From an optimization exercise on the open Yosys and OpenROAD flow, aimed at small area, a short achievable clock period and few clock cycles; shortcuts taken in it are not production practice.
RTL that was checked went through simulation tests only; none was proved equivalent to the original.
The RTL of runs 1 and 2 was laid out without a check of its function.
Power is estimated from default activity; no workload was simulated.

==> design/flow/design.v <==
module gfce_crc_byte (
    input  wire [15:0] crc_in,
    input  wire [7:0]  data,
    output reg  [15:0] crc_out
);
    integer i;
    always @(*) begin
        crc_out = crc_in ^ {8'h00, data};
        for (i = 0; i < 8; i = i + 1) begin
            if (crc_out[0])
                crc_out = (crc_out >> 1) ^ 16'h8408;
            else
                crc_out = crc_out >> 1;
        end
    end
endmodule
module gfce_tx #(
    parameter [7:0] LOCAL_ADDR = 8'h42
) (
    input  wire       clk,
    input  wire       rst,
    input  wire       req_valid,
    output wire       req_ready,
    input  wire [7:0] req_dest,
    input  wire [7:0] req_cmd,
    input  wire [7:0] req_plen,
    input  wire       pl_valid,
    output wire       pl_ready,
    input  wire [7:0] pl_data,
    output wire       out_valid,
    input  wire       out_ready,
    output wire [7:0] out_data,
    output reg        done,
    output wire [3:0] done_status,
    output wire [7:0] done_inserted
);
    localparam [7:0] ESC = 8'hE0, ACK = 8'hE1, SOF = 8'hE2, EOF = 8'hE3;
    localparam [15:0] CRC_SOF = 16'hC4FF;    
    reg s_start, s_dest, s_len, s_src, s_cmd, s_pay, s_crch, s_crcl, s_eof, s_ack, s_wait, s_rej;
    reg        hv, sv;         
    reg [7:0]  h, s;
    reg        pend;           
    reg [1:0]  pend_lo;        
    reg [15:0] crc;            
    reg [7:0]  count;          
    reg [7:0]  inserted;       
    reg        rej;            
    wire gen = !sv;                  
    wire pop = hv && out_ready;
    assign out_valid     = hv;
    assign out_data      = h;
    assign done_status   = {rej, 3'b000};
    assign done_inserted = inserted;
    function automatic is_res(input [7:0] b);
        is_res = (b[7:2] == 6'b111000);
    endfunction
    wire       too_long = (req_plen[7:3] == 5'b11111);    
    wire [7:0] fc = ({8{s_dest}} & req_dest) | ({8{s_len}} & count) |
                    ({8{s_src}} & LOCAL_ADDR) | ({8{s_cmd}} & req_cmd) |
                    ({8{s_pay}} & pl_data);
    wire [7:0] fb = fc | ({8{s_crch}} & crc[15:8]) | ({8{s_crcl}} & crc[7:0]);
    wire res = (s_dest && is_res(req_dest)) || (s_len && is_res(count)) ||
               (s_cmd && is_res(req_cmd)) || (s_pay && is_res(pl_data)) ||
               (s_crch && is_res(crc[15:8])) || (s_crcl && is_res(crc[7:0]));
    wire [15:0] crc_next;
    gfce_crc_byte u_crc (.crc_in(crc), .data(fc), .crc_out(crc_next));
    wire interior = s_dest || s_len || s_src || s_cmd || s_pay || s_crch || s_crcl;
    wire ready_st = (interior && !s_pay) || (s_pay && pl_valid) || s_eof || s_ack;
    wire go       = gen && !pend;
    wire proc     = go && ready_st;                           
    wire start    = gen && s_start && req_valid && !too_long;  
    wire reject   = s_start && req_valid && too_long;
    wire ack_gone = s_wait && pop && !sv;    
    wire esc_now  = proc && res;
    wire push     = gen && (pend || ready_st || (s_start && req_valid && !too_long));
    assign req_ready = (s_cmd && go) || s_rej;
    assign pl_ready  = s_pay && go;
    reg [7:0] pb;
    always @(*) begin
        if (pend)
            pb = {6'b110000, pend_lo};
        else if (s_start)
            pb = SOF;
        else if (s_eof)
            pb = EOF;
        else if (s_ack)
            pb = ACK;
        else if (res)
            pb = ESC;
        else
            pb = fb;
    end
    always @(posedge clk) begin
        if (rst) begin
            s_start <= 1'b1;
            s_dest  <= 1'b0;
            s_len   <= 1'b0;
            s_src   <= 1'b0;
            s_cmd   <= 1'b0;
            s_pay   <= 1'b0;
            s_crch  <= 1'b0;
            s_crcl  <= 1'b0;
            s_eof   <= 1'b0;
            s_ack   <= 1'b0;
            s_rej   <= 1'b0;
            s_wait  <= 1'b0;
            hv      <= 1'b0;
            sv      <= 1'b0;
            pend    <= 1'b0;
            done    <= 1'b0;
        end else begin
            done <= ack_gone || s_rej;
            if (pop) begin
                if (sv) sv <= 1'b0;
                else if (!push) hv <= 1'b0;
            end else if (push) begin
                if (hv) sv <= 1'b1;
                else hv <= 1'b1;
            end
            if (gen) begin
                if (pend) pend <= 1'b0;
                else if (esc_now) pend <= 1'b1;
            end
            if (start) begin
                s_start <= 1'b0;
                s_dest  <= 1'b1;
            end
            if (reject) begin
                s_start <= 1'b0;
                s_rej   <= 1'b1;
            end
            if (s_rej || ack_gone) begin
                s_rej   <= 1'b0;
                s_wait  <= 1'b0;
                s_start <= 1'b1;
            end
            if (proc) begin
                s_dest <= 1'b0;
                s_len  <= s_dest;
                s_src  <= s_len;
                s_cmd  <= s_src;
                s_crcl <= s_crch;
                s_eof  <= s_crcl;
                s_ack  <= s_eof;
                if (s_ack) s_wait <= 1'b1;
                if (s_cmd) begin
                    s_pay  <= (count != 8'd8);
                    s_crch <= (count == 8'd8);
                end else begin
                    s_pay  <= s_pay && (count != 8'd9);
                    s_crch <= s_pay && (count == 8'd9);
                end
            end
        end
    end
    always @(posedge clk) begin
        rej <= s_rej;
        if (pop) begin
            if (sv) h <= s;
            else if (push) h <= pb;
        end else if (push) begin
            if (hv) s <= pb;
            else h <= pb;
        end
        if (!pend) pend_lo <= fb[1:0];
        if (start)
            crc <= CRC_SOF;
        else if (proc && (s_dest || s_len || s_src || s_cmd || s_pay))
            crc <= crc_next;
        if (start)
            inserted <= 8'd0;
        else if (pend && gen)
            inserted <= inserted + 8'd1;
        if (s_start)
            count <= {req_plen[7:3] + 5'd1, req_plen[2:0]};
        else if (proc && s_pay)
            count <= count - 8'd1;
    end
endmodule
module gfce_rx (
    input  wire       clk,
    input  wire       rst,
    input  wire       in_valid,
    output wire       in_ready,
    input  wire [7:0] in_data,
    output reg        pl_valid,
    output reg  [7:0] pl_data,
    output reg        done,
    output wire [3:0] status,
    output wire [7:0] msg_dest,
    output wire [7:0] msg_len,
    output wire [7:0] msg_src,
    output wire [7:0] msg_cmd
);
    localparam [7:0] ESC = 8'hE0, SOF = 8'hE2, EOF = 8'hE3;
    localparam [7:0] RX_LIMIT = 8'd255;    
    localparam [15:0] CRC_SOF = 16'hC4FF;  
    reg [7:0]  idx;         
    reg        escp;        
    reg        escerr;      
    reg        len_ok;      
    reg        early;       
    reg [15:0] crc;         
    reg [7:0]  d1, d2;      
    reg [7:0]  b_dest, b_len, b_src, b_cmd;
    reg [2:0]  st;
    assign in_ready = 1'b1;
    assign status   = {1'b0, st};
    assign msg_dest = b_dest;
    assign msg_len  = b_len;
    assign msg_src  = b_src;
    assign msg_cmd  = b_cmd;
    wire [15:0] crc_next;
    gfce_crc_byte u_crc (.crc_in(crc), .data(d2), .crc_out(crc_next));
    wire is_sof = (in_data == SOF);
    wire is_eof = (in_data == EOF);
    wire is_esc = (in_data == ESC);
    wire [7:0] value    = {in_data[7:6], in_data[5] ^ escp, in_data[4:0]};
    wire       reserved = (value[7:2] == 6'b111000);
    wire       other    = in_valid && !is_sof && !is_eof && !is_esc;
    wire       store    = other && (idx != RX_LIMIT);
    wire       restart  = in_valid && (is_sof || is_eof);
    wire len_bad = (idx[7:1] == 7'd0) || !len_ok;
    wire crc_bad = (crc != {d2, d1});
    wire lowlen   = (b_len[7:3] == 5'd0);
    wire lsmall  = len_bad || (!crc_bad && lowlen);
    wire [2:0] eof_status = {escerr || escp || (!len_bad && crc_bad),
                             escerr || escp || lsmall,
                             escerr || (!escp && lsmall)};
    always @(posedge clk) begin
        if (rst) begin
            idx      <= 8'd0;
            escp     <= 1'b0;
            escerr   <= 1'b0;
            pl_valid <= 1'b0;
            done     <= 1'b0;
            early    <= 1'b1;
        end else begin
            done     <= in_valid && is_eof;
            pl_valid <= store && (idx >= 8'd6);
            if (restart) begin
                early  <= 1'b1;
                idx    <= 8'd0;
                escp   <= 1'b0;
                escerr <= 1'b0;
            end else if (in_valid && is_esc) begin
                if (escp)
                    escerr <= 1'b1;
                escp <= 1'b1;
            end else if (other) begin
                escp <= 1'b0;
                if (escp && !reserved)
                    escerr <= 1'b1;
                if (store)
                    idx <= idx + 8'd1;
                if (store && idx[1:0] == 2'd3)
                    early <= 1'b0;
            end
        end
    end
    always @(posedge clk) begin
        pl_data <= d2;
        if (in_valid && is_eof)
            st <= eof_status;
        if (rst || restart)
            crc <= CRC_SOF;
        else if (store && (idx >= 8'd2))
            crc <= crc_next;
        if (store) begin
            d1 <= value;
            d2 <= d1;
            if (idx == 8'd1)
                len_ok <= (value == 8'd4);
            else
                len_ok <= ({1'b0, b_len} == {1'b0, idx} + 9'd3);
            if (early) begin
                case (idx[1:0])
                    2'd0: b_dest <= value;
                    2'd1: b_len  <= value;
                    2'd2: b_src  <= value;
                    2'd3: b_cmd  <= value;
                endcase
            end
        end
    end
endmodule
module gfce_codec (
    input  wire       clk,
    input  wire       rst,
    input  wire       tx_req_valid,
    output wire       tx_req_ready,
    input  wire [7:0] tx_req_dest,
    input  wire [7:0] tx_req_cmd,
    input  wire [7:0] tx_req_plen,
    input  wire       tx_pl_valid,
    output wire       tx_pl_ready,
    input  wire [7:0] tx_pl_data,
    output wire       tx_out_valid,
    input  wire       tx_out_ready,
    output wire [7:0] tx_out_data,
    output wire       tx_done,
    output wire [3:0] tx_done_status,
    output wire [7:0] tx_done_inserted,
    input  wire       rx_in_valid,
    output wire       rx_in_ready,
    input  wire [7:0] rx_in_data,
    output wire       rx_pl_valid,
    output wire [7:0] rx_pl_data,
    output wire       rx_done,
    output wire [3:0] rx_status,
    output wire [7:0] rx_dest,
    output wire [7:0] rx_len,
    output wire [7:0] rx_src,
    output wire [7:0] rx_cmd
);
    gfce_tx #(.LOCAL_ADDR(8'h42)) u_tx (
        .clk(clk), .rst(rst),
        .req_valid(tx_req_valid), .req_ready(tx_req_ready),
        .req_dest(tx_req_dest), .req_cmd(tx_req_cmd), .req_plen(tx_req_plen),
        .pl_valid(tx_pl_valid), .pl_ready(tx_pl_ready), .pl_data(tx_pl_data),
        .out_valid(tx_out_valid), .out_ready(tx_out_ready), .out_data(tx_out_data),
        .done(tx_done), .done_status(tx_done_status), .done_inserted(tx_done_inserted)
    );
    gfce_rx u_rx (
        .clk(clk), .rst(rst),
        .in_valid(rx_in_valid), .in_ready(rx_in_ready), .in_data(rx_in_data),
        .pl_valid(rx_pl_valid), .pl_data(rx_pl_data),
        .done(rx_done), .status(rx_status),
        .msg_dest(rx_dest), .msg_len(rx_len), .msg_src(rx_src), .msg_cmd(rx_cmd)
    );
endmodule
==> design/flow/flow/run.sh <==
#!/bin/bash
set -euo pipefail
export BUFFER_PORTS_ARGS="-buffer_cell sky130_fd_sc_hd__buf_1"
bash standard.sh > standard_flow.log 2>&1
==> design/flow/standard.sh <==
#!/bin/bash
# synth_recipe.tcl (not shown) runs the flow's synth.tcl, then flattens the netlist and writes it again
# the make line also repeats each setting of config.mk as NAME=value (left out here)
make -C /OpenROAD-flow-scripts/flow DESIGN_CONFIG=/design/flow/config.mk WORK_HOME=/design/flow/orfs CLKGATE_MAP_FILE= SYNTH_SCRIPT=/design/flow/synth_recipe.tcl "${@:-finish}"
==> design/flow/config.mk <==
export PLATFORM = sky130hd
export DESIGN_NAME = gfce_codec
export DESIGN_NICKNAME = gfce_codec
export VERILOG_FILES = /design/flow/design.v
export SDC_FILE = /design/flow/constraint.sdc
export NUM_CORES = 4
export LEC_CHECK = 0
export CAP_MARGIN = 20
export CORE_MARGIN = 2
export CORE_UTILIZATION = 40
export CTS_BUF_LIST = sky130_fd_sc_hd__clkbuf_8
export SETUP_SLACK_MARGIN = 2.1
export SLEW_MARGIN = 20
==> design/flow/constraint.sdc <==
create_clock -name core_clock -period 4.0 [get_ports {clk}]
set_input_delay 0.8000 -clock core_clock [delete_from_list [all_inputs] [get_ports {clk}]]
set_output_delay 0.8000 -clock core_clock [all_outputs]
set_load 0.01 [all_outputs]
==> flow_summary.toml, run 1 <==
[sta]
hold_viol_final = 0
hold_slack_ns = 0.409
finalCriticalPeriod_ns = 2.05
fin_worst_skew_ns = 0.0162
worst_pin_slew_ns = 0.630
layout_setup_ws_ns = 1.95
slew_headroom_pct = 57.8
rsz0062_at_grt = "yes"
finalMaxSlewViolations = 0
post-route-period-util_pct = 51.2
setup_tns_ns = 0
fmax_mhz = 488
setup_viol = 0

[critical_path]
arrival_ns = 1.25
worst-setup-path-type = "reg -> out"
crit-reg2reg-launch = "u_tx.s_cmd$_SDFFE_PP0N_"
endpoint_kind = "output port"
rr_endpoint = "u_tx.crc[8]$_SDFFE_PP0P_"
ff2ff_path_depth = 8
required_ns = 3.20
critPathLaunchType = "flop"
reg2reg_slack_ns = 2.02
crit_path_start = "u_tx.pend$_SDFFE_PP0N_"
cp_max_fo = 4

[cells_and_area]
drive_gt1_share_pct = 22.9
syn_to_final_growth_pct = 25.7
fin_area_mm2 = 0.00903
fin_util_pct = 50.8
num-nets-final = 877
antenna_cells = 0

[detailed_routing]
final_antenna_net_count = 0
wirelength_um = 19200
vias = 5786
route.detailed.drc = 0
wire_per_inst_um = 18.1
drt_iter0_drc = 443
drtPass1Iterations = 5
avgViaCountPerCell = 5.44

[placed_design]
port_buffers = 111
pre_cts_ws_ns = 1.09
place.gp.congestion = 0.877
dp_hpwl_um = 13300
place_area_mm2 = 0.00788

[global_routing]
antenna_found_initial = 0
grt_use_total_pct = 20.2
grt_pass1_vias = 5623
grt_overflow = 0
grt_pass1_wl_um = 30600
grt_max_degree = 25

[cts]
hold_buffers = 0
cts_root_buf = "clkbuf_8"
clk_latency_ns = 0.46
cts.sink_count = 156
max-clock-path-buffers = 2
numCtsBuffers = 17
path_clk_slew_ns = 0.09
cts.htree.levels = 4
cts_tree = "yes"

[min_path]
min_from = "u_tx.s_rej$_SDFFE_PP0P_"
hold_end = "u_tx.rej$_DFF_P_"
hold_depth = 0
hold_class = "reg -> reg"

[synth]
synth_edf_count = 78
synth.distinct_cells = 68
synth_area_leaders = "edfxtp_1, dfxtp_1, xnor2_1"
ys_ff_latch = 156
synth-seq-area-share_pct = 54.3
synth.most_common_cell = "nand2_1"
synth.avg_cell_area_um2 = 10.7
yosys-top-cells-count = "nand2_1, dfxtp_1, edfxtp_1"
synth_area_mm2 = 0.00719
synth_top_area_cell = "edfxtp_1"
synthArstFlopShare_pct = 0
synth_warnings = 3
postSynthCellCount = 674
synth_top_area_share_pct = 32.6
synthFlopType = "edfxtp_1"

[die]
fp.dieW_um = 138
start_util_pct = 40.4
die-area_mm2 = 0.0191
rows = 49
io_pins = 117
die_h_um = 138
core_area_mm2 = 0.0178

[power_and_ir_drop]
p_per_area_mw_per_mm2 = 448
ir_drop_mv = 0.222
leakage_nw = 3.22

[job]
cap_violations = 0

[outcome]
status = "timing/DRC/antenna clean"
==> power by group <==
group          switching (W)  internal (W)  total [W]
Sequential          0.000154       0.00182    0.00198
Combinational       0.000484      0.000407   0.000891
Clock               0.000606      0.000571    0.00118
==> registers in the layout, summed over array words and instances, names as in the netlist, 2 cells and up <==
register and cells:
u_rx.b_src 8, u_tx.inserted 8, u_rx.st 3, u_rx.d1 8
u_rx.crc 16, u_rx.pl_data 8, u_rx.b_cmd 8, u_rx.d2 8
u_tx.h 8, u_tx.s 8, u_tx.pend_lo 2, u_rx.b_len 8
u_rx.b_dest 8, u_rx.idx 8, u_tx.crc 16, u_tx.count 8
==> metrics by stage <==
| step | power (W) | instances |
|---|---|---|
| final | 0.00404 | 1063 |
| after CTS | 0.00400 | 1047 |
| after detailed placement | 0.00274 | 983 |
| after floorplan | 0.00254 | 677 |
| after global routing | 0.00423 | 1063 |
| after global placement | 0.00272 | 983 |
==> how the worst max path moves through the flow <==
stage	end	slack, ns
after global routing	tx_req_ready	1.89
after detailed placement	u_rx.crc[0]$_SDFFE_PP1P_	1.09
after floorplan	u_tx.h[0]$_DFFE_PP_	1.68
final	tx_req_ready	1.95
after global placement	u_rx.crc[6]$_SDFFE_PP1P_	1.16
after CTS	tx_req_ready	1.90
==> layer usage <==
layer	wire, um	global-route usage (%)
met3	1370	5.06
met5	0	0
met4	354	7.20
met2	8760	29.9
met1	8750	28.7
==> cell families after synthesis <==
| family | count (synthesis) | synth area share (%) |
|---|---|---|
| XOR/XNOR | 92 | 11.6 |
| AO/OA/AOI/OAI | 131 | 12.6 |
| multiplexers | 7 | 1.06 |
| buffers and inverters | 50 | 3.46 |
| other | 2 | 0.104 |
| flip-flops | 156 | 54.3 |
| AND/OR/NAND/NOR | 226 | 15.1 |
| adder cells (fa/ha/maj) | 10 | 1.74 |
==> cell usage in the layout, fill, tap and decap left out, drive strengths merged, types with 9 or more instances in the layout <==
| cell type | count |
|---|---|
| a21oi | 32 |
| a22oi | 12 |
| and3 | 9 |
| buf | 159 |
| clkbuf | 21 |
| dfxtp | 78 |
| edfxtp | 78 |
| ha | 10 |
| inv | 16 |
| nand2 | 81 |
| nand4 | 23 |
| nor2 | 55 |
| nor3 | 16 |
| o211ai | 15 |
| o21ai | 25 |
| xnor2 | 58 |
| xor2 | 34 |
==> cell type report <==
cell class | count | area [um2]
timing repair buffer | 162 | 872
tap | 229 | 287
inverter | 12 | 45.0
clock buffer | 18 | 248
clock inverter | 14 | 141
multi-input combinational | 472 | 3490
sequential | 156 | 3950
fill | 1625 | 8750
==> what timing repair did <==
| action | in CTS | in global routing |
|---|---|---|
| cloned | 1 | 0 |
| buffers inserted | 31 | 16 |
| pin swaps | 15 | 24 |
| setup endpoints to repair | 150 | 92 |
| gates resized for setup | 57 | 48 |
==> critical path, cell delays in order, from the launching register on <==
cell	delay, ns
dfxtp_4	0.36
nor2_4	0.16
a21o_1	0.15
buf_2	0.13
==> run 2: changes to the inputs <==
--- a/design/flow/config.mk
+++ b/design/flow/config.mk
@@ -9,5 +9,5 @@
 export CORE_MARGIN = 2
 export CORE_UTILIZATION = 40
 export CTS_BUF_LIST = sky130_fd_sc_hd__clkbuf_8
-export SETUP_SLACK_MARGIN = 2.1
+export SETUP_SLACK_MARGIN = 1.8
 export SLEW_MARGIN = 20
==> flow_summary.toml, run 2 <==
[synth]
synth_area_mm2 = 0.00719
synthXorXnorAreaFrac_pct = 11.6
synth_mux_area_share_pct = 1.06
synth_top_family_by_area = "simple AND/OR/NAND/NOR gates"
synth_edf_count = 78
postSynthCellCount = 674
synth-seq-area-share_pct = 54.3
synthArstFlopShare_pct = 0
synthFlopType = "edfxtp_1"
synth_simple_gate_area_share_pct = 15.1
synth.avg_cell_area_um2 = 10.7
synth_area_leaders = "edfxtp_1, dfxtp_1, xnor2_1"
synth_compound_gate_area_share_pct = 12.6
synthAdderAreaFrac_pct = 1.74
synth_top_area_share_pct = 32.6
synth.most_common_cell = "nand2_1"
synth_warnings = 3
synth_top_area_cell = "edfxtp_1"
ys_ff_latch = 156
yosys-top-cells-count = "nand2_1, dfxtp_1, edfxtp_1"
synth.distinct_cells = 68

[global_routing]
grt_pass1_wl_um = 28600
top_usage_layer = "met1"
antenna_found_initial = 0
use_met2_pct = 27.7
grt_max_degree = 25
grt_overflow = 0
grt_pass1_vias = 5177
grt_use_total_pct = 19.0
met1_usage_pct = 27.9
use_met3_pct = 4.64

[power_and_ir_drop]
ir_drop_mv = 0.216
p_per_area_mw_per_mm2 = 467
leakage_nw = 2.91

[detailed_routing]
wirelength_um = 18100
final_antenna_net_count = 0
vias = 5507
avgViaCountPerCell = 5.37
route.detailed.drc = 0
drt_iter0_drc = 506
wire_per_inst_um = 17.6
drtPass1Iterations = 5

[sta]
finalMaxSlewViolations = 0
rsz0062_at_grt = "no"
worst_pin_slew_ns = 0.964
slew_headroom_pct = 35.5
hold_slack_ns = 0.385
post-route-period-util_pct = 53.8
hold_viol_final = 0
setup_tns_ns = 0
fin_worst_skew_ns = 0.00813
finalCriticalPeriod_ns = 2.15
setup_viol = 0
fmax_mhz = 464

[critical_path]
crit_path_start = "tx_req_plen[4]"
critPathLaunchType = "input port"
crit_top_cell = "ha_4"
crit_buf_inv = 2
reg2reg_slack_ns = 1.89
arrival_ns = 2.39
slowest_delay_ns = 0.56
ff2ff_path_depth = 6
required_ns = 4.23
cp_max_fo = 8
endpoint_kind = "flop"
worst-setup-path-type = "in -> reg"
crit-reg2reg-launch = "u_tx.s_cmd$_SDFFE_PP0N_"
crit_cells = 9
rr_endpoint = "u_tx.crc[9]$_SDFFE_PP0P_"
path_cells = "buf_1 -> ha_4 -> and3_4 -> ha_4 -> nor2_2 -> or4_4 -> nand2_2 -> nor3b_4 -> buf_12"
slowest_stage = "or4_4"
critical_path.top_delay_family = "simple AND/OR/NAND/NOR gates"
crit_end = "u_tx.s[4]$_DFFE_PP_"

[cts]
numCtsBuffers = 17
hold_buffers = 0
cts_tree = "yes"
cts.htree.levels = 4
clk_latency_ns = 0.46
path_clk_slew_ns = 0.08
cts.sink_count = 156
max-clock-path-buffers = 2
cts_root_buf = "clkbuf_8"

[cells_and_area]
top_regs = "u_rx.crc x16, u_tx.crc x16"
syn_to_final_growth_pct = 16.3
fin_util_pct = 47.0
num-nets-final = 840
final_cell_count_no_fill = 1026
drive_gt1_share_pct = 12.8
most-common-layout-cells = "buf_1, nand2_1, edfxtp_1, dfxtp_1, xnor2_1"
antenna_cells = 0
final_common_cell = "buf_1"
n_fill_cell = 1657

[min_path]
hold_class = "reg -> reg"

[die]
core_area_mm2 = 0.0178
fp.dieW_um = 138
die-area_mm2 = 0.0191
io_pins = 117
start_util_pct = 40.4
rows = 49
die_h_um = 138

[placed_design]
place.gp.congestion = 0.888
dp_hpwl_um = 13200
dp_cells = 985
port_buffers = 111

[job]
cap_violations = 0

[outcome]
status = "timing/DRC/antenna clean"
run 2: worst min path at each step:
stage | start | slack, ns | to | cells after the start
2_1_floorplan | u_tx.s_rej$_SDFFE_PP0P_ | 0.35 | u_tx.rej$_DFF_P_ | 0
3_3_place_gp | u_tx.s_rej$_SDFFE_PP0P_ | 0.37 | u_tx.rej$_DFF_P_ | 0
3_5_place_dp | u_tx.s_rej$_SDFFE_PP0P_ | 0.37 | u_tx.rej$_DFF_P_ | 0
4_1_cts | u_tx.s_rej$_SDFFE_PP0P_ | 0.38 | u_tx.rej$_DFF_P_ | 0
5_1_grt | u_tx.s_rej$_SDFFE_PP0P_ | 0.40 | u_tx.rej$_DFF_P_ | 0
6_report | u_tx.s_rej$_SDFFE_PP0P_ | 0.38 | u_tx.rej$_DFF_P_ | 0
run 2: metrics by stage:
stage	instance area, um2	power (W)	setup WS (ns)
floorplan	7280	0.00252	1.68
global placement	7820	0.00270	1.24
detailed placement	7820	0.00272	1.13
CTS	8280	0.00391	1.76
global route	8360	0.00410	1.79
finish	8360	0.00390	1.85
run 2: final cells by class:
| type | count | area [um2] | area share (%) |
|---|---|---|---|
| Sequential cell | 156 | 3930 | 47.0 |
| Multi-Input combinational cell | 471 | 3160 | 37.8 |
| Timing Repair Buffer | 126 | 546 | 6.53 |
| Clock buffer | 17 | 234 | 2.80 |
| Clock inverter | 15 | 161 | 1.93 |
| Inverter | 12 | 45.0 | 0.539 |
| Tap cell | 229 | 287 | 3.43 |
run 2: logic make-up after synthesis:
group / after synthesis
AND/OR/NAND/NOR: 226
flip-flops: 156
AO/OA/AOI/OAI: 131
XOR/XNOR: 92
buffers and inverters: 50
adder cells (fa/ha/maj): 10
multiplexers: 7
other: 2
run 2: timing repair:
action,CTS,global route
cloned,0,0
endpoints found under the setup margin,76,31
gates resized for setup,15,13
endpoints found under the hold margin,0,0
setup buffers,5,4
pin swaps,2,3
run 2: metal layers:
layer  vias to the layer above  routed length (um)
met3                        24                1150
met5                         -                   0
met1                      2648                8630
li1                       2636                   -
met4                         0                 306
met2                       199                7970
run 2: report_power, final:
part           total, W  switching [W]  internal (W)
sequential      0.00198       0.000151       0.00182
clock           0.00119       0.000626      0.000563
combinational  0.000740       0.000422      0.000319
total           0.00390        0.00120       0.00271
run 2: worst reg2reg max path: stages (launching register included):
cell      delay (ns)
dfxtp_4         0.42
a222oi_1        0.54
nand2_1         0.13
xnor2_1         0.16
xnor2_1         0.44
and3_1          0.25
nor3_1          0.05
==> run 3: changes to the inputs <==
--- a/design/flow/design.v
+++ b/design/flow/design.v
@@ -30,26 +30,30 @@
     output wire       out_valid,
     input  wire       out_ready,
     output wire [7:0] out_data,
-    output reg        done,
+    output wire       done,
     output wire [3:0] done_status,
     output wire [7:0] done_inserted
 );
     localparam [7:0] ESC = 8'hE0, ACK = 8'hE1, SOF = 8'hE2, EOF = 8'hE3;
     localparam [15:0] CRC_SOF = 16'hC4FF;    
-    reg s_start, s_dest, s_len, s_src, s_cmd, s_pay, s_crch, s_crcl, s_eof, s_ack, s_wait, s_rej;
-    reg        hv, sv;         
-    reg [7:0]  h, s;
+    reg s_start, s_dest, s_len, s_src, s_cmd, s_pay, s_crch, s_crcl, s_eof, s_ack, s_rej;
+    reg        hv;             
+    reg [7:0]  h;
     reg        pend;           
     reg [1:0]  pend_lo;        
     reg [15:0] crc;            
     reg [7:0]  count;          
     reg [7:0]  inserted;       
-    reg        rej;            
-    wire gen = !sv;                  
+    reg        ack_wait;       
+    reg        rq_idle;        
+    reg        pay_go;         
+    reg        pay_idle;       
+    wire gen = !hv || out_ready;     
     wire pop = hv && out_ready;
     assign out_valid     = hv;
     assign out_data      = h;
-    assign done_status   = {rej, 3'b000};
+    assign done          = s_rej || (ack_wait && out_ready);
+    assign done_status   = {s_rej, 3'b000};
     assign done_inserted = inserted;
     function automatic is_res(input [7:0] b);
         is_res = (b[7:2] == 6'b111000);
@@ -69,12 +73,11 @@
     wire go       = gen && !pend;
     wire proc     = go && ready_st;                           
     wire start    = gen && s_start && req_valid && !too_long;  
-    wire reject   = s_start && req_valid && too_long;
-    wire ack_gone = s_wait && pop && !sv;    
+    wire reject   = s_start && !hv && req_valid && too_long;
     wire esc_now  = proc && res;
     wire push     = gen && (pend || ready_st || (s_start && req_valid && !too_long));
-    assign req_ready = (s_cmd && go) || s_rej;
-    assign pl_ready  = s_pay && go;
+    assign req_ready = rq_idle || (s_cmd && out_ready);
+    assign pl_ready  = pay_idle || (pay_go && out_ready);
     reg [7:0] pb;
     always @(*) begin
         if (pend)
@@ -90,78 +93,74 @@
         else
             pb = fb;
     end
+    reg s_start_n, s_dest_n, s_len_n, s_src_n, s_cmd_n, s_pay_n, s_crch_n, s_crcl_n,
+        s_eof_n, s_ack_n, s_rej_n, hv_n, pend_n;
+    always @(*) begin
+        {s_start_n, s_dest_n, s_len_n, s_src_n, s_cmd_n, s_pay_n, s_crch_n, s_crcl_n,
+         s_eof_n, s_ack_n, s_rej_n} =
+            {s_start, s_dest, s_len, s_src, s_cmd, s_pay, s_crch, s_crcl, s_eof, s_ack, s_rej};
+        hv_n   = hv;
+        pend_n = pend;
+        if (push) hv_n = 1'b1;
+        else if (pop) hv_n = 1'b0;
+        if (gen) begin
+            if (pend) pend_n = 1'b0;
+            else if (esc_now) pend_n = 1'b1;
+        end
+        if (start) begin
+            s_start_n = 1'b0;
+            s_dest_n  = 1'b1;
+        end
+        if (reject) begin
+            s_start_n = 1'b0;
+            s_rej_n   = 1'b1;
+        end
+        if (s_rej) begin
+            s_rej_n   = 1'b0;
+            s_start_n = 1'b1;
+        end
+        if (proc) begin
+            s_dest_n = 1'b0;
+            s_len_n  = s_dest;
+            s_src_n  = s_len;
+            s_cmd_n  = s_src;
+            s_crcl_n = s_crch;
+            s_eof_n  = s_crcl;
+            s_ack_n  = s_eof;
+            if (s_ack) s_start_n = 1'b1;
+            if (s_cmd) begin
+                s_pay_n  = (count != 8'd8);
+                s_crch_n = (count == 8'd8);
+            end else begin
+                s_pay_n  = s_pay && (count != 8'd9);
+                s_crch_n = s_pay && (count == 8'd9);
+            end
+        end
+    end
     always @(posedge clk) begin
         if (rst) begin
-            s_start <= 1'b1;
-            s_dest  <= 1'b0;
-            s_len   <= 1'b0;
-            s_src   <= 1'b0;
-            s_cmd   <= 1'b0;
-            s_pay   <= 1'b0;
-            s_crch  <= 1'b0;
-            s_crcl  <= 1'b0;
-            s_eof   <= 1'b0;
-            s_ack   <= 1'b0;
-            s_rej   <= 1'b0;
-            s_wait  <= 1'b0;
-            hv      <= 1'b0;
-            sv      <= 1'b0;
-            pend    <= 1'b0;
-            done    <= 1'b0;
+            {s_start, s_dest, s_len, s_src, s_cmd, s_pay, s_crch, s_crcl, s_eof, s_ack, s_rej} <=
+                11'b100_0000_0000;
+            hv       <= 1'b0;
+            pend     <= 1'b0;
+            ack_wait <= 1'b0;
+            rq_idle  <= 1'b0;
+            pay_go   <= 1'b0;
+            pay_idle <= 1'b0;
         end else begin
-            done <= ack_gone || s_rej;
-            if (pop) begin
-                if (sv) sv <= 1'b0;
-                else if (!push) hv <= 1'b0;
-            end else if (push) begin
-                if (hv) sv <= 1'b1;
-                else hv <= 1'b1;
-            end
-            if (gen) begin
-                if (pend) pend <= 1'b0;
-                else if (esc_now) pend <= 1'b1;
-            end
-            if (start) begin
-                s_start <= 1'b0;
-                s_dest  <= 1'b1;
-            end
-            if (reject) begin
-                s_start <= 1'b0;
-                s_rej   <= 1'b1;
-            end
-            if (s_rej || ack_gone) begin
-                s_rej   <= 1'b0;
-                s_wait  <= 1'b0;
-                s_start <= 1'b1;
-            end
-            if (proc) begin
-                s_dest <= 1'b0;
-                s_len  <= s_dest;
-                s_src  <= s_len;
-                s_cmd  <= s_src;
-                s_crcl <= s_crch;
-                s_eof  <= s_crcl;
-                s_ack  <= s_eof;
-                if (s_ack) s_wait <= 1'b1;
-                if (s_cmd) begin
-                    s_pay  <= (count != 8'd8);
-                    s_crch <= (count == 8'd8);
-                end else begin
-                    s_pay  <= s_pay && (count != 8'd9);
-                    s_crch <= s_pay && (count == 8'd9);
-                end
-            end
+            {s_start, s_dest, s_len, s_src, s_cmd, s_pay, s_crch, s_crcl, s_eof, s_ack, s_rej} <=
+                {s_start_n, s_dest_n, s_len_n, s_src_n, s_cmd_n, s_pay_n, s_crch_n, s_crcl_n,
+                 s_eof_n, s_ack_n, s_rej_n};
+            hv       <= hv_n;
+            pend     <= pend_n;
+            ack_wait <= s_start_n && hv_n;
+            rq_idle  <= s_rej_n || (s_cmd_n && !hv_n);
+            pay_go   <= s_pay_n && !pend_n;
+            pay_idle <= s_pay_n && !pend_n && !hv_n;
         end
     end
     always @(posedge clk) begin
-        rej <= s_rej;
-        if (pop) begin
-            if (sv) h <= s;
-            else if (push) h <= pb;
-        end else if (push) begin
-            if (hv) s <= pb;
-            else h <= pb;
-        end
+        if (push) h <= pb;
         if (!pend) pend_lo <= fb[1:0];
         if (start)
             crc <= CRC_SOF;
--- a/design/flow/config.mk
+++ b/design/flow/config.mk
@@ -9,5 +9,5 @@
 export CORE_MARGIN = 2
 export CORE_UTILIZATION = 40
 export CTS_BUF_LIST = sky130_fd_sc_hd__clkbuf_8
-export SETUP_SLACK_MARGIN = 1.8
+export SETUP_SLACK_MARGIN = 2.0
 export SLEW_MARGIN = 20
==> flow_summary.toml, run 3 <==
[cells_and_area]
num-nets-final = 802
syn_to_final_growth_pct = 20.9
seq_area_mm2 = 0.00369
multi_input_area_mm2 = 0.00321
final_cell_count_no_fill = 984
antenna_cells = 0
final_common_cell = "buf_1"
top_regs = "u_rx.crc x16, u_tx.crc x16"
most-common-layout-cells = "buf_1, edfxtp_1, dfxtp_1, nand2_1, xnor2_1"
fin_area_mm2 = 0.00835
n_fill_cell = 1597
drive_gt1_share_pct = 17.1

[cts]
clk_latency_ns = 0.43
hold_buffers = 0
cts.sink_count = 148
max-clock-path-buffers = 2
cts_tree = "yes"
cts.htree.levels = 4
path_clk_slew_ns = 0.07
cts_root_buf = "clkbuf_8"
numCtsBuffers = 17

[synth]
synth_top_family_by_area = "simple AND/OR/NAND/NOR gates"
synth.distinct_cells = 70
synthFlopType = "dfxtp_1"
ys_ff_latch = 148
synthArstFlopShare_pct = 0
postSynthCellCount = 624
synth_area_leaders = "edfxtp_1, dfxtp_1, xnor2_1"
synth.avg_cell_area_um2 = 11.1
yosys-top-cells-count = "dfxtp_1, edfxtp_1, nand2_1"
synth_simple_gate_area_share_pct = 14.6
synth_mux_area_share_pct = 2.03
synth_compound_gate_area_share_pct = 12.1
synth_area_mm2 = 0.00690
synth.most_common_cell = "dfxtp_1"
synth_top_area_cell = "edfxtp_1"
synthAdderAreaFrac_pct = 1.81
synth_warnings = 3
synth-seq-area-share_pct = 53.1
synth_edf_count = 70
synthXorXnorAreaFrac_pct = 12.6
synth_top_area_share_pct = 30.5

[detailed_routing]
avgViaCountPerCell = 5.19
met1_length_um = 6980
routed-wl-met2_um = 8210
wirelength_um = 16200
met3_length_um = 768
top_layer = "met4"
final_antenna_net_count = 0
route.detailed.drc = 0
vias = 5103
wire_per_inst_um = 16.4
drt_iter0_drc = 306
drtPass1Iterations = 5

[global_routing]
grt_pass1_wl_um = 25400
grt_max_degree = 32
grt_use_total_pct = 17.9
antenna_found_initial = 0
grt_pass1_vias = 4895
grt_overflow = 0

[critical_path]
worst-setup-path-type = "in -> out"
arrival_ns = 1.22
cp_max_fo = 4
endpoint_kind = "output port"
required_ns = 3.20
critPathLaunchType = "input port"

[power_and_ir_drop]
p_per_area_mw_per_mm2 = 439
ir_drop_mv = 0.215
leakage_nw = 2.88

[die]
io_pins = 117
die-area_mm2 = 0.0183
rows = 48
core_area_mm2 = 0.0171
die_h_um = 135
start_util_pct = 40.5
fp.dieW_um = 135

[sta]
fmax_mhz = 494
setup_viol = 0
finalMaxSlewViolations = 0
rsz0062_at_grt = "yes"
worst_pin_slew_ns = 0.984
slew_headroom_pct = 34.4
post-route-period-util_pct = 50.6
fin_worst_skew_ns = 0.00793
setup_tns_ns = 0
hold_viol_final = 0
finalCriticalPeriod_ns = 2.02

[placed_design]
port_buffers = 111
place.gp.congestion = 0.828
place_area_mm2 = 0.00751
dp_cells = 931
dp_hpwl_um = 11800

[job]
cap_violations = 0

[outcome]
status = "timing/DRC/antenna clean"

[min_path]
hold_class = "reg -> reg"
==> run 3: changes by cell type in the layout (fill, tap and decap cells not counted), sizes merged, moves of 7 or more <==
| cell | before | now |
|---|---|---|
| nand2 | 81 | 56 |
| mux2i | 2 | 14 |
| nor2 | 55 | 45 |
| o211ai | 15 | 5 |
| edfxtp | 78 | 70 |
| inv | 17 | 9 |
| buf | 123 | 130 |
==> run 3: final cells by class <==
cell class	instances	area share, %
clock inverter	15	2.28
clock buffer	17	2.80
multi-input combinational	434	38.4
tap	225	3.37
timing repair buffer	137	8.59
sequential	148	44.2
inverter	8	0.360
==> run 3: final timing paths <==
| kind | depth (start not counted) | from | slack [ns] | end |
|---|---|---|---|---|
| setup / recovery | 3 | tx_out_ready | 1.98 | tx_done |
| setup reg to reg | 5 | u_tx.count[1]$_DFFE_PP_ | 2.09 | u_tx.h[1]$_DFFE_PP_ |
| hold reg to reg | 0 | u_rx.d2[6]$_DFFE_PP_ | 0.45 | u_rx.pl_data[6]$_DFF_P_ |
| hold / removal | 0 | u_rx.d2[6]$_DFFE_PP_ | 0.45 | u_rx.pl_data[6]$_DFF_P_ |
==> run 3: timing repair <==
action / CTS / global route
pin swaps: 2 / 16
setup endpoints to repair: 100 / 70
buffers inserted: 4 / 15
cloned: 0 / 2
gates resized for setup: 33 / 25
hold endpoints to repair: 0 / 0
==> run 3: layer usage <==
| layer | vias up | global-route usage (%) |
|---|---|---|
| met5 | - | 0 |
| met4 | 0 | 4.28 |
| met3 | 12 | 4.68 |
| met2 | 140 | 30.9 |
| met1 | 2456 | 22.4 |
| li1 | 2495 | - |
==> run 3: critical path, stage by stage <==
cell,delay (ns)
buf_8,0.10
a21o_1,0.18
buf_2,0.14
==> run 3: stage by stage <==
stage / setup WS [ns] / total power (W) / hold WS (ns) / utilization (%)
floorplan: 1.84 / 0.00224 / 0.409 / -
global placement: 1.28 / 0.00237 / 0.432 / 44.1
detailed placement: 1.20 / 0.00239 / 0.433 / 44.1
CTS: 1.93 / 0.00364 / 0.451 / 47.4
global route: 1.95 / 0.00384 / 0.479 / 48.9
finish: 1.98 / 0.00366 / 0.447 / 48.9
==> run 3: kinds of logic after synthesis <==
group / count (synthesis)
XOR/XNOR: 91
AND/OR/NAND/NOR: 196
flip-flops: 148
multiplexers: 14
other: 2
adder cells (fa/ha/maj): 10
AO/OA/AOI/OAI: 118
buffers and inverters: 45
==> run 3: power by group <==
group | leakage [nW] | internal, W | switching [W] | total, W
Sequential | 1.31 | 0.00170 | 0.000112 | 0.00181
Clock | 0.218 | 0.000674 | 0.000558 | 0.00123
Combinational | 1.35 | 0.000291 | 0.000331 | 0.000622
Total | 2.88 | 0.00266 | 0.00100 | 0.00366
Testbench counts of run 3, summed over its fixed seeds: cycles 18,293.
==> run 4: changes to the inputs <==
==> design/flow/flow/run.sh (replaced) <==
#!/bin/bash
set -euo pipefail
export BUFFER_PORTS_ARGS="-buffer_cell sky130_fd_sc_hd__buf_1"
export RECOVER_POWER=100
bash standard.sh > standard_flow.log 2>&1
--- a/design/flow/config.mk
+++ b/design/flow/config.mk
@@ -9,5 +9,5 @@
 export CORE_MARGIN = 2
 export CORE_UTILIZATION = 40
 export CTS_BUF_LIST = sky130_fd_sc_hd__clkbuf_8
-export SETUP_SLACK_MARGIN = 2.0
+export SETUP_SLACK_MARGIN = 1.8
 export SLEW_MARGIN = 20
==> flow_summary.toml, run 4 <==
[die]
rows = 48
die-area_mm2 = 0.0183
io_pins = 117
core_area_mm2 = 0.0171
start_util_pct = 40.5
fp.dieW_um = 135
die_h_um = 135

[detailed_routing]
wire_per_inst_um = 16.7
drt_iter0_drc = 260
final_antenna_net_count = 0
wirelength_um = 16100
drtPass1Iterations = 5
route.detailed.drc = 0
avgViaCountPerCell = 5.23
vias = 5046

[synth]
synth_top_area_share_pct = 30.5
synthXorXnorAreaFrac_pct = 12.6
synth-seq-area-share_pct = 53.1
postSynthCellCount = 624
synth_simple_gate_area_share_pct = 14.6
ys_ff_latch = 148
synth_edf_count = 70
synthFlopType = "dfxtp_1"
synth.most_common_cell = "dfxtp_1"
synth_warnings = 3
synthAdderAreaFrac_pct = 1.81
synth_top_family_by_area = "simple AND/OR/NAND/NOR gates"
synth.avg_cell_area_um2 = 11.1
synth_area_mm2 = 0.00690
synth_area_leaders = "edfxtp_1, dfxtp_1, xnor2_1"
synth.distinct_cells = 70
synth_mux_area_share_pct = 2.03
synth_compound_gate_area_share_pct = 12.1
synthArstFlopShare_pct = 0
synth_top_area_cell = "edfxtp_1"
yosys-top-cells-count = "dfxtp_1, edfxtp_1, nand2_1"

[outcome]
status = "timing/DRC/antenna clean"

[critical_path]
ff2ff_path_depth = 8
crit_end = "u_tx.crc[8]$_SDFFE_PP0P_"
cp_max_fo = 26
reg2reg_slack_ns = 1.26
critPathLaunchType = "flop"
rr_endpoint = "u_tx.crc[8]$_SDFFE_PP0P_"
worst-setup-path-type = "reg -> reg"
arrival_ns = 3.12
crit-reg2reg-launch = "u_tx.s_cmd$_SDFF_PP0_"
crit_path_start = "u_tx.s_cmd$_SDFF_PP0_"
endpoint_kind = "flop"
required_ns = 4.38

[cts]
cts.sink_count = 148
numCtsBuffers = 17
clk_latency_ns = 0.47
max-clock-path-buffers = 2
cts_tree = "yes"
cts.htree.levels = 4
cts_root_buf = "clkbuf_8"
path_clk_slew_ns = 0.08
hold_buffers = 0

[sta]
finalMaxSlewViolations = 0
finalCriticalPeriod_ns = 2.74
fmax_mhz = 365
post-route-period-util_pct = 68.4
slew_headroom_pct = 30.9
layout_setup_ws_ns = 1.26
fin_worst_skew_ns = 0.0157
rsz0062_at_grt = "no"
setup_tns_ns = 0
worst_pin_slew_ns = 1.04
setup_viol = 0
hold_viol_final = 0

[placed_design]
pre_cts_ws_ns = 1.13
dp_hpwl_um = 11800
port_buffers = 111
place.gp.congestion = 0.847

[power_and_ir_drop]
p_seq_share_pct = 52.2
p_clk_share_pct = 32.3
p_sw_w = 0.00101
p_comb_share_pct = 15.5
internal_power_w = 0.00244
leakage_nw = 2.65
ir_drop_mv = 0.230
swShare_pct = 29.3
p_per_area_mw_per_mm2 = 443

[cells_and_area]
final_common_cell = "buf_1"
syn_to_final_growth_pct = 13.2
n_fill_cell = 1655
antenna_cells = 0
drive_gt1_share_pct = 8.65
num-nets-final = 783
most-common-layout-cells = "buf_1, dfxtp_1, edfxtp_1, nand2_1, xnor2_1"
top_regs = "u_rx.crc x16, u_tx.crc x16"

[global_routing]
antenna_found_initial = 0
grt_max_degree = 32
grt_use_total_pct = 18.2
grt_pass1_wl_um = 25900
grt_pass1_vias = 4906
grt_overflow = 0

[min_path]
hold_class = "reg -> reg"

[job]
cap_violations = 0
==> run 4: cell type report <==
| type | count | area, um2 | share of cell area, % |
|---|---|---|---|
| Sequential cell | 148 | 3670 | 47.0 |
| Inverter | 8 | 30.0 | 0.384 |
| Multi-Input combinational cell | 434 | 2990 | 38.3 |
| Tap cell | 225 | 282 | 3.60 |
| Clock inverter | 14 | 126 | 1.62 |
| Timing Repair Buffer | 118 | 465 | 5.96 |
| Clock buffer | 18 | 248 | 3.17 |
==> run 4: worst min-delay path by stage <==
stage | end | slack (ns) | cells after the start | from
detailed placement | u_rx.pl_data[3]$_DFF_P_ | 0.44 | 0 | u_rx.d2[3]$_DFFE_PP_
floorplan | u_rx.pl_data[3]$_DFF_P_ | 0.41 | 0 | u_rx.d2[3]$_DFFE_PP_
CTS | u_rx.pl_data[3]$_DFF_P_ | 0.46 | 0 | u_rx.d2[3]$_DFFE_PP_
global placement | u_rx.pl_data[3]$_DFF_P_ | 0.43 | 0 | u_rx.d2[3]$_DFFE_PP_
global route | u_rx.pl_data[3]$_DFF_P_ | 0.47 | 0 | u_rx.d2[3]$_DFFE_PP_
finish | u_rx.pl_data[3]$_DFF_P_ | 0.46 | 0 | u_rx.d2[3]$_DFFE_PP_
==> run 4: timing repair <==
item,CTS,global route
gates resized for setup,7,10
setup buffers,0,1
pin swaps,0,1
endpoints found under the setup margin,72,84
==> run 4: power groups by stage <==
stage / Combinational [W] / Clock (W) / Sequential (W)
2_1_floorplan: 0.000415 / 0 / 0.00181
3_3_place_gp: 0.000530 / 0 / 0.00184
3_5_place_dp: 0.000541 / 0 / 0.00184
4_1_cts: 0.000547 / 0.00114 / 0.00180
5_1_grt: 0.000590 / 0.00121 / 0.00182
6_report: 0.000537 / 0.00112 / 0.00181
==> run 4: critical path, cell delays in order, from the launching register on <==
cell and delay, ns:
dfxtp_1 0.30, clkbuf_1 0.37, nor4_1 0.35, a2bb2oi_1 0.14
o21ai_1 0.13, clkbuf_1 0.39, a21o_1 0.63, nor3b_1 0.13
nor3_1 0.21
==> run 4: routing by layer <==
| metal | global-route usage (%) | vias to the layer above | part of all wire [%] |
|---|---|---|---|
| met4 | 7.12 | 0 | 2.1 |
| met5 | 0 | - | 0 |
| met3 | 3.97 | 25 | 4.2 |
| li1 | - | 2458 | - |
| met2 | 29.6 | 106 | 49 |
| met1 | 23.9 | 2457 | 45 |
==> run 4: logic make-up after synthesis <==
logic type               after synthesis
AO/OA/AOI/OAI                        118
other                                  2
XOR/XNOR                              91
buffers and inverters                 45
adder cells (fa/ha/maj)               10
flip-flops                           148
AND/OR/NAND/NOR                      196
multiplexers                          14
==> run 4: per-stage QoR <==
step / instance area [um2] / cells / power, W / utilization (%) / hold WS, ns
final: 7810 / 965 / 0.00346 / 45.8 / 0.455
after floorplan: 6960 / 627 / 0.00223 / - / 0.409
after global placement: 7470 / 932 / 0.00237 / 43.8 / 0.433
after CTS: 7850 / 964 / 0.00349 / 46.0 / 0.459
after global routing: 7810 / 965 / 0.00362 / 45.8 / 0.474
after detailed placement: 7470 / 932 / 0.00238 / 43.8 / 0.440
==> run 5: changes to the inputs <==
==> design/flow/flow/run.sh (replaced) <==
#!/bin/bash
set -euo pipefail
export BUFFER_PORTS_ARGS="-buffer_cell sky130_fd_sc_hd__buf_1"
bash standard.sh > standard_flow.log 2>&1
--- a/design/flow/config.mk
+++ b/design/flow/config.mk
@@ -9,5 +9,7 @@
 export CORE_MARGIN = 2
 export CORE_UTILIZATION = 40
 export CTS_BUF_LIST = sky130_fd_sc_hd__clkbuf_8
+export CTS_CLUSTER_DIAMETER = 300
+export CTS_CLUSTER_SIZE = 60
 export SETUP_SLACK_MARGIN = 1.8
 export SLEW_MARGIN = 20
==> flow_summary.toml, run 5 <==
[detailed_routing]
drtPass1Iterations = 4
wirelength_um = 16100
final_antenna_net_count = 0
vias = 5020
wire_per_inst_um = 16.7
avgViaCountPerCell = 5.20
drt_iter0_drc = 251
route.detailed.drc = 0

[critical_path]
endpoint_kind = "output port"
crit_path_start = "u_tx.s_cmd$_SDFF_PP0_"
cp_max_fo = 17
critPathLaunchType = "flop"
reg2reg_slack_ns = 1.93
required_ns = 3.20
crit-reg2reg-launch = "u_tx.s_crcl$_SDFFE_PP0N_"
worst-setup-path-type = "reg -> out"
arrival_ns = 1.30

[die]
io_pins = 117
start_util_pct = 40.5
die-area_mm2 = 0.0183
core_area_mm2 = 0.0171
fp.dieW_um = 135
rows = 48
die_h_um = 135

[sta]
fin_worst_skew_ns = 0.0170
rsz0062_at_grt = "no"
post-route-period-util_pct = 52.5
setup_tns_ns = 0
slew_headroom_pct = 29.6
setup_viol = 0
finalCriticalPeriod_ns = 2.10
fmax_mhz = 476
worst_pin_slew_ns = 1.06
layout_setup_ws_ns = 1.90
finalMaxSlewViolations = 0
hold_viol_final = 0

[job]
cap_violations = 0

[cts]
cts.htree.levels = 4
path_clk_slew_ns = 0.08
hold_buffers = 0
cts_root_buf = "clkbuf_8"
numCtsBuffers = 17
clk_latency_ns = 0.47
cts_tree = "yes"
cts.sink_count = 148
max-clock-path-buffers = 2

[global_routing]
met1_usage_pct = 23.9
use_met2_pct = 29.6
grt_max_degree = 32
grt_pass1_vias = 4906
antenna_found_initial = 0
grt_use_total_pct = 18.2
grt_pass1_wl_um = 25900
grt_overflow = 0
top_usage_layer = "met2"
use_met3_pct = 3.97

[placed_design]
place_area_mm2 = 0.00747
place.gp.congestion = 0.847
port_buffers = 111
dp_hpwl_um = 11800
pre_cts_ws_ns = 1.13

[synth]
synthArstFlopShare_pct = 0
synth_top_area_share_pct = 30.5
synth_top_area_cell = "edfxtp_1"
synth.avg_cell_area_um2 = 11.1
postSynthCellCount = 624
synthFlopType = "dfxtp_1"
ys_ff_latch = 148
synth.most_common_cell = "dfxtp_1"
synth.distinct_cells = 70
synth_area_mm2 = 0.00690
synth_edf_count = 70
yosys-top-cells-count = "dfxtp_1, edfxtp_1, nand2_1"
synth_area_leaders = "edfxtp_1, dfxtp_1, xnor2_1"
synth-seq-area-share_pct = 53.1
synth_warnings = 3

[power_and_ir_drop]
p_per_area_mw_per_mm2 = 439
leakage_nw = 2.69
ir_drop_mv = 0.228

[cells_and_area]
drive_gt1_share_pct = 11.6
n_fill_cell = 1636
num-nets-final = 783
fin_area_mm2 = 0.00790
antenna_cells = 0
syn_to_final_growth_pct = 14.5
top_regs = "u_rx.crc x16, u_tx.crc x16"
most-common-layout-cells = "buf_1, dfxtp_1, edfxtp_1, nand2_1, xnor2_1"
final_common_cell = "buf_1"

[min_path]
hold_class = "reg -> reg"
min_from = "u_rx.d2[3]$_DFFE_PP_"

[outcome]
status = "timing/DRC/antenna clean"
[run 5: where the power goes]
group | total [W] | switching, W | leakage (nW) | internal (W)
Combinational | 0.000551 | 0.000310 | 1.19 | 0.000241
Clock | 0.00111 | 0.000599 | 0.189 | 0.000514
Sequential | 0.00181 | 0.000108 | 1.30 | 0.00170
Total | 0.00347 | 0.00102 | 2.69 | 0.00245
[run 5: worst max-delay path, cell delays in order (launching register included)]
cell and delay, ns:
dfxtp_1 0.31, buf_4 0.24, a21o_1 0.14, buf_1 0.15
[run 5: worst paths after layout]
| path | end | cells after the start |
|---|---|---|
| max | tx_req_ready | 3 |
| min | u_rx.pl_data[3]$_DFF_P_ | 0 |
| max reg2reg | u_tx.h[4]$_SDFFCE_PP0P_ | 6 |
| min reg2reg | u_rx.pl_data[3]$_DFF_P_ | 0 |
[run 5: layout make-up]
| class | instances | area (um2) | share of cell area, % |
|---|---|---|---|
| clock buffer | 18 | 248 | 3.14 |
| clock inverter | 14 | 126 | 1.60 |
| inverter | 8 | 30.0 | 0.380 |
| multi-input combinational | 434 | 3060 | 38.8 |
| sequential | 148 | 3670 | 46.5 |
| tap | 225 | 282 | 3.56 |
| timing repair buffer | 118 | 477 | 6.04 |
[run 5: kinds of logic (layout without fill, tap and decap cells)]
family	count (synthesis)	count (layout)	synth area share [%]
AOI/OAI and AO/OA	118	118	12.1
xor gates and xnor gates	91	91	12.6
adders and majority gates	10	10	1.81
buffers and inverters	45	158	3.72
DFF	148	148	53.1
muxes	14	14	2.03
other	2	5	0.109
and+or+nand+nor	196	196	14.6
[run 5: per-layer routing]
layer	routed length, um	vias up	part of all wire [%]
met5	0	-	0
met4	328	0	2.0
met3	820	23	5.1
met2	7940	130	49
met1	7060	2413	44
li1	-	2454	-
[run 5: through the flow]
step           total power, W  util [%]  hold slack (ns)  std cells
2_1_floorplan         0.00223         -            0.409        627
3_3_place_gp          0.00237      43.8            0.433        932
3_5_place_dp          0.00238      43.8            0.440        932
4_1_cts               0.00349      46.0            0.459        964
5_1_grt               0.00363      46.3            0.474        965
6_report              0.00347      46.3            0.455        965
[run 5: what timing repair did]
action                     4_1_cts  5_1_grt
setup buffers                    0        1
pin swaps                        0        1
resized for setup                7       10
gates cloned                     0        0
setup endpoints to repair       72       84
==> run 6: changes to the inputs <==
--- a/design/flow/config.mk
+++ b/design/flow/config.mk
@@ -9,7 +9,5 @@
 export CORE_MARGIN = 2
 export CORE_UTILIZATION = 40
 export CTS_BUF_LIST = sky130_fd_sc_hd__clkbuf_8
-export CTS_CLUSTER_DIAMETER = 300
-export CTS_CLUSTER_SIZE = 60
 export SETUP_SLACK_MARGIN = 1.8
 export SLEW_MARGIN = 20
==> flow_summary.toml, run 6 <==
[detailed_routing]
drtPass1Iterations = 4
wirelength_um = 16100
avgViaCountPerCell = 5.20
route.detailed.drc = 0
vias = 5020
wire_per_inst_um = 16.7
final_antenna_net_count = 0
drt_iter0_drc = 251

[cells_and_area]
n_fill_cell = 1636
seq_area_mm2 = 0.00367
antenna_cells = 0
top_regs = "u_rx.crc x16, u_tx.crc x16"
multi_input_area_mm2 = 0.00306
drive_gt1_share_pct = 11.6
syn_to_final_growth_pct = 14.5
final_common_cell = "buf_1"
most-common-layout-cells = "buf_1, dfxtp_1, edfxtp_1, nand2_1, xnor2_1"
num-nets-final = 783

[outcome]
status = "timing/DRC/antenna clean"

[die]
die-area_mm2 = 0.0183
rows = 48
core_area_mm2 = 0.0171
fp.dieW_um = 135
start_util_pct = 40.5
die_h_um = 135
io_pins = 117

[cts]
cts.htree.levels = 4
cts.sink_count = 148
clk_latency_ns = 0.47
path_clk_slew_ns = 0.08
max-clock-path-buffers = 2
cts_root_buf = "clkbuf_8"
numCtsBuffers = 17
cts_tree = "yes"

[synth]
postSynthCellCount = 624
synth.most_common_cell = "dfxtp_1"
synthFlopType = "dfxtp_1"
synth_area_mm2 = 0.00690
synth_edf_count = 70
synth.distinct_cells = 70
synth_warnings = 3
synth_top_area_share_pct = 30.5
synth_area_leaders = "edfxtp_1, dfxtp_1, xnor2_1"
synth-seq-area-share_pct = 53.1
synthArstFlopShare_pct = 0
yosys-top-cells-count = "dfxtp_1, edfxtp_1, nand2_1"
ys_ff_latch = 148
synth.avg_cell_area_um2 = 11.1
synth_top_area_cell = "edfxtp_1"

[sta]
layout_setup_ws_ns = 1.90
rsz0062_at_grt = "no"
finalCriticalPeriod_ns = 2.10
hold_viol_final = 0
setup_viol = 0
setup_tns_ns = 0
fmax_mhz = 476
worst_pin_slew_ns = 1.06
slew_headroom_pct = 29.6
finalMaxSlewViolations = 0
post-route-period-util_pct = 52.5
fin_worst_skew_ns = 0.0170

[power_and_ir_drop]
ir_drop_mv = 0.228
leakage_nw = 2.69
p_total_w = 0.00347
p_per_area_mw_per_mm2 = 439

[critical_path]
required_ns = 3.20
worst-setup-path-type = "reg -> out"
critPathLaunchType = "flop"
cp_max_fo = 17
endpoint_kind = "output port"
arrival_ns = 1.30

[job]
cap_violations = 0

[global_routing]
antenna_found_initial = 0
grt_overflow = 0
grt_pass1_vias = 4906
grt_max_degree = 32
grt_use_total_pct = 18.2
grt_pass1_wl_um = 25900

[placed_design]
dp_hpwl_um = 11800
port_buffers = 111
pre_cts_ws_ns = 1.13
place.gp.congestion = 0.847

[min_path]
hold_class = "reg -> reg"
[run 6: path summary, 6_finish.rpt]
kind,start,end,slack [ns],depth (start not counted)
hold / removal,u_rx.d2[3]$_DFFE_PP_,u_rx.pl_data[3]$_DFF_P_,0.46,0
setup / recovery,u_tx.s_cmd$_SDFF_PP0_,tx_req_ready,1.90,3
hold reg to reg,u_rx.d2[3]$_DFFE_PP_,u_rx.pl_data[3]$_DFF_P_,0.46,0
setup reg to reg,u_tx.s_crcl$_SDFFE_PP0N_,u_tx.h[4]$_SDFFCE_PP0P_,1.93,6
[run 6: repair_timing]
item | in CTS | in global routing
gates resized for setup | 7 | 10
hold buffers | 0 | 0
endpoints found under the setup margin | 72 | 84
setup buffers | 0 | 1
pin swaps | 0 | 1
[run 6: critical path, cell delays in order, from the launching register on]
cell,delay (ns)
dfxtp_1,0.31
buf_4,0.24
a21o_1,0.14
buf_1,0.15
[run 6: layout make-up]
class	count	share of cell area [%]
clock buffers	18	3.14
clock inverters	14	1.60
inverters	8	0.380
multi-input cells	434	38.8
flip-flops and latches	148	46.5
well taps	225	3.56
repair buffers	118	6.04
[run 6: through the flow]
stage                     utilization [%]  instances  instance area [um2]  hold slack [ns]
final                                46.3        965                 7900            0.455
after floorplan                         -        627                 6960            0.409
after global routing                 46.3        965                 7900            0.474
after CTS                            46.0        964                 7850            0.459
after global placement               43.8        932                 7470            0.433
after detailed placement             43.8        932                 7470            0.440
[run 6: routing by layer]
metal  GRT usage (%)  wire length, um  up-vias
met1            23.9             7060     2413
met2            29.6             7940      130
met4            7.12              328        0
li1                -                -     2454
met5               0                0        -
met3            3.97              820       23
[run 6: kinds of logic after synthesis]
family          count (synthesis)  share of synthesized area, %
simple gates                  196                          14.6
flops                         148                          53.1
compound gates                118                          12.1
xor+xnor                       91                          12.6
buf+inv                        45                          3.72
mux                            14                          2.03
fa+ha+maj                      10                          1.81
other cells                     2                         0.109
[run 6: power breakdown]
group	internal (W)	switching (W)	total, W
clock network	0.000514	0.000599	0.00111
registers	0.00170	0.000108	0.00181
logic	0.000241	0.000310	0.000551
==> run 7: changes to the inputs <==
--- a/design/flow/config.mk
+++ b/design/flow/config.mk
@@ -9,5 +9,5 @@
 export CORE_MARGIN = 2
 export CORE_UTILIZATION = 40
 export CTS_BUF_LIST = sky130_fd_sc_hd__clkbuf_8
-export SETUP_SLACK_MARGIN = 1.8
+export SETUP_SLACK_MARGIN = 1.9
 export SLEW_MARGIN = 20
==> flow_summary.toml, run 7 <==
[synth]
synth.most_common_cell = "dfxtp_1"
synth-seq-area-share_pct = 53.1
synthFlopType = "dfxtp_1"
postSynthCellCount = 624
synthArstFlopShare_pct = 0
synth_warnings = 3
synth_edf_count = 70
synth.avg_cell_area_um2 = 11.1
yosys-top-cells-count = "dfxtp_1, edfxtp_1, nand2_1"
synth_top_area_cell = "edfxtp_1"
synth_area_leaders = "edfxtp_1, dfxtp_1, xnor2_1"
synth_top_area_share_pct = 30.5
synth_area_mm2 = 0.00690
ys_ff_latch = 148
synth.distinct_cells = 70

[cells_and_area]
top_regs = "u_rx.crc x16, u_tx.crc x16"
num-nets-final = 790
syn_to_final_growth_pct = 16.7
antenna_cells = 0
n_fill_cell = 1616
fin_area_mm2 = 0.00805
drive_gt1_share_pct = 13.7
most-common-layout-cells = "buf_1, edfxtp_1, dfxtp_1, nand2_1, xnor2_1"
final_common_cell = "buf_1"
fin_util_pct = 47.2

[die]
die_h_um = 135
io_pins = 117
rows = 48
start_util_pct = 40.5
die-area_mm2 = 0.0183
core_area_mm2 = 0.0171
fp.dieW_um = 135

[critical_path]
required_ns = 3.20
critPathLaunchType = "input port"
arrival_ns = 1.28
worst-setup-path-type = "in -> out"
endpoint_kind = "output port"
cp_max_fo = 4

[placed_design]
place_area_mm2 = 0.00752
place.gp.congestion = 0.847
port_buffers = 111
dp_hpwl_um = 12100

[detailed_routing]
final_antenna_net_count = 0
route.detailed.drc = 0
wirelength_um = 16500
wire_per_inst_um = 17.0
drtPass1Iterations = 4
vias = 5079
avgViaCountPerCell = 5.23
drt_iter0_drc = 368

[power_and_ir_drop]
ir_drop_mv = 0.214
p_per_area_mw_per_mm2 = 439
leakage_nw = 2.75

[cts]
path_clk_slew_ns = 0.08
clk_latency_ns = 0.45
max-clock-path-buffers = 2
cts_tree = "yes"
hold_buffers = 0
cts.sink_count = 148
numCtsBuffers = 17
cts.htree.levels = 4
cts_root_buf = "clkbuf_8"

[global_routing]
grt_max_degree = 32
grt_overflow = 0
antenna_found_initial = 0
grt_use_total_pct = 18.4
grt_pass1_wl_um = 25800
grt_pass1_vias = 4844

[sta]
finalMaxSlewViolations = 0
fin_worst_skew_ns = 0.0144
post-route-period-util_pct = 52.0
slew_headroom_pct = 33.2
setup_viol = 0
finalCriticalPeriod_ns = 2.08
setup_tns_ns = 0
fmax_mhz = 481
worst_pin_slew_ns = 1.00
rsz0062_at_grt = "yes"
hold_viol_final = 0

[job]
cap_violations = 0

[outcome]
status = "timing/DRC/antenna clean"

[min_path]
hold_class = "reg -> reg"
-- run 7: cell counts after synthesis --
Identical to the previous run, type by type.
-- run 7: layout make-up --
cell class / instances / area [um2] / area share (%)
Inverter: 8 / 30.0 / 0.373
Clock buffer: 17 / 234 / 2.91
Tap cell: 225 / 282 / 3.50
Multi-Input combinational cell: 434 / 3140 / 39.0
Clock inverter: 15 / 153 / 1.90
Sequential cell: 148 / 3680 / 45.7
Timing Repair Buffer: 125 / 533 / 6.62
-- run 7: cell families after synthesis --
family                     share of synthesized area, %
adders and majority gates                          1.81
AOI/OAI and AO/OA                                  12.1
other                                             0.109
xor gates and xnor gates                           12.6
buffers and inverters                              3.72
DFF                                                53.1
and+or+nand+nor                                    14.6
muxes                                              2.03
-- run 7: critical path, stage by stage --
cell and delay (ns):
buf_2 0.12, a21o_1 0.21, buf_2 0.15
-- run 7: metrics by stage --
| step | instances | setup slack, ns | power, W | hold slack, ns |
|---|---|---|---|---|
| after floorplan | 627 | 1.84 | 0.00223 | 0.409 |
| after global placement | 934 | 1.31 | 0.00237 | 0.433 |
| after detailed placement | 934 | 1.24 | 0.00239 | 0.440 |
| after CTS | 970 | 1.91 | 0.00355 | 0.460 |
| after global routing | 972 | 1.90 | 0.00371 | 0.484 |
| final | 972 | 1.92 | 0.00354 | 0.454 |
-- run 7: final timing paths --
path,from,endpoint,slack (ns),cells past startpoint
max,tx_out_ready,tx_req_ready,1.92,3
min,u_rx.d2[0]$_DFFE_PP_,u_rx.pl_data[0]$_DFF_P_,0.45,0
max reg2reg,u_tx.s_cmd$_SDFF_PP0_,u_tx.crc[9]$_SDFFE_PP0P_,1.98,8
min reg2reg,u_rx.d2[0]$_DFFE_PP_,u_rx.pl_data[0]$_DFF_P_,0.45,0
-- run 7: report_power, final --
part	total (W)	switching, W	internal, W	leakage [nW]
Clock	0.00115	0.000589	0.000558	0.203
Sequential	0.00181	0.000111	0.00170	1.30
Combinational	0.000583	0.000324	0.000259	1.24
-- run 7: layer usage --
layer  GRT usage, %  routed length [um]  vias to the layer above
li1               -                   -                     2466
met1           23.1                7380                     2460
met2           30.9                8120                      132
met3           5.01                 744                       21
met4           5.79                 273                        0
met5              0                   0                        -
-- run 7: what timing repair did --
action / CTS / global route
gates cloned: 0 / 0
pin swaps: 1 / 3
gates resized for setup: 14 / 15
setup buffers: 4 / 2
setup endpoints to repair: 64 / 96

[separate check: timing with driven ports]
The flow's constraints put no driver on any port. The routed layouts listed below were extracted and timed again, unchanged, in two steps.
Step 1 assumes that a clkbuf_16 drives the clock port and a buf_2 every other input.
Step 2 adds t to the input delays and takes it off the output delays; t is the mean of the earliest and latest rising clock arrival at the registers after step 1. Input paths then give back, and output paths get back, about the clock's delay inside the block.
Slacks: ideal ports / drivers / drivers and shift; pairs: ideal ports / drivers.
| run | t, ns | setup slack, ns | worst hold slack (ns) | worst setup path after step 2 | clock arrival spread, ns |
|---|---|---|---|---|---|
| run 1 | 0.498 | 1.952 / 1.911 / 1.567 | 0.409 / 0.409 / 0.409 | input to register | 0.016 / 0.016 |
| run 2 | 0.500 | 1.847 / 1.833 / 1.365 | 0.385 / 0.385 / 0.385 | input to register | 0.011 / 0.010 |
| run 3 | 0.465 | 1.976 / 1.913 / 1.558 | 0.447 / 0.447 / 0.447 | input to register | 0.011 / 0.011 |
| run 4 | 0.499 | 1.263 / 1.263 / 0.932 | 0.455 / 0.455 / 0.455 | input to register | 0.016 / 0.015 |
| run 5 | 0.498 | 1.900 / 1.860 / 1.442 | 0.455 / 0.455 / 0.455 | input to register | 0.017 / 0.017 |
| run 6 | 0.498 | 1.900 / 1.860 / 1.442 | 0.455 / 0.455 / 0.455 | input to register | 0.017 / 0.017 |
| run 7 | 0.478 | 1.921 / 1.872 / 1.524 | 0.454 / 0.454 / 0.454 | input to register | 0.015 / 0.015 |
After both steps every run listed still meets setup and hold. For run 2, which loses most, drivers alone change the setup slack by -0.014 ns; drivers and shift together by -0.482 ns.
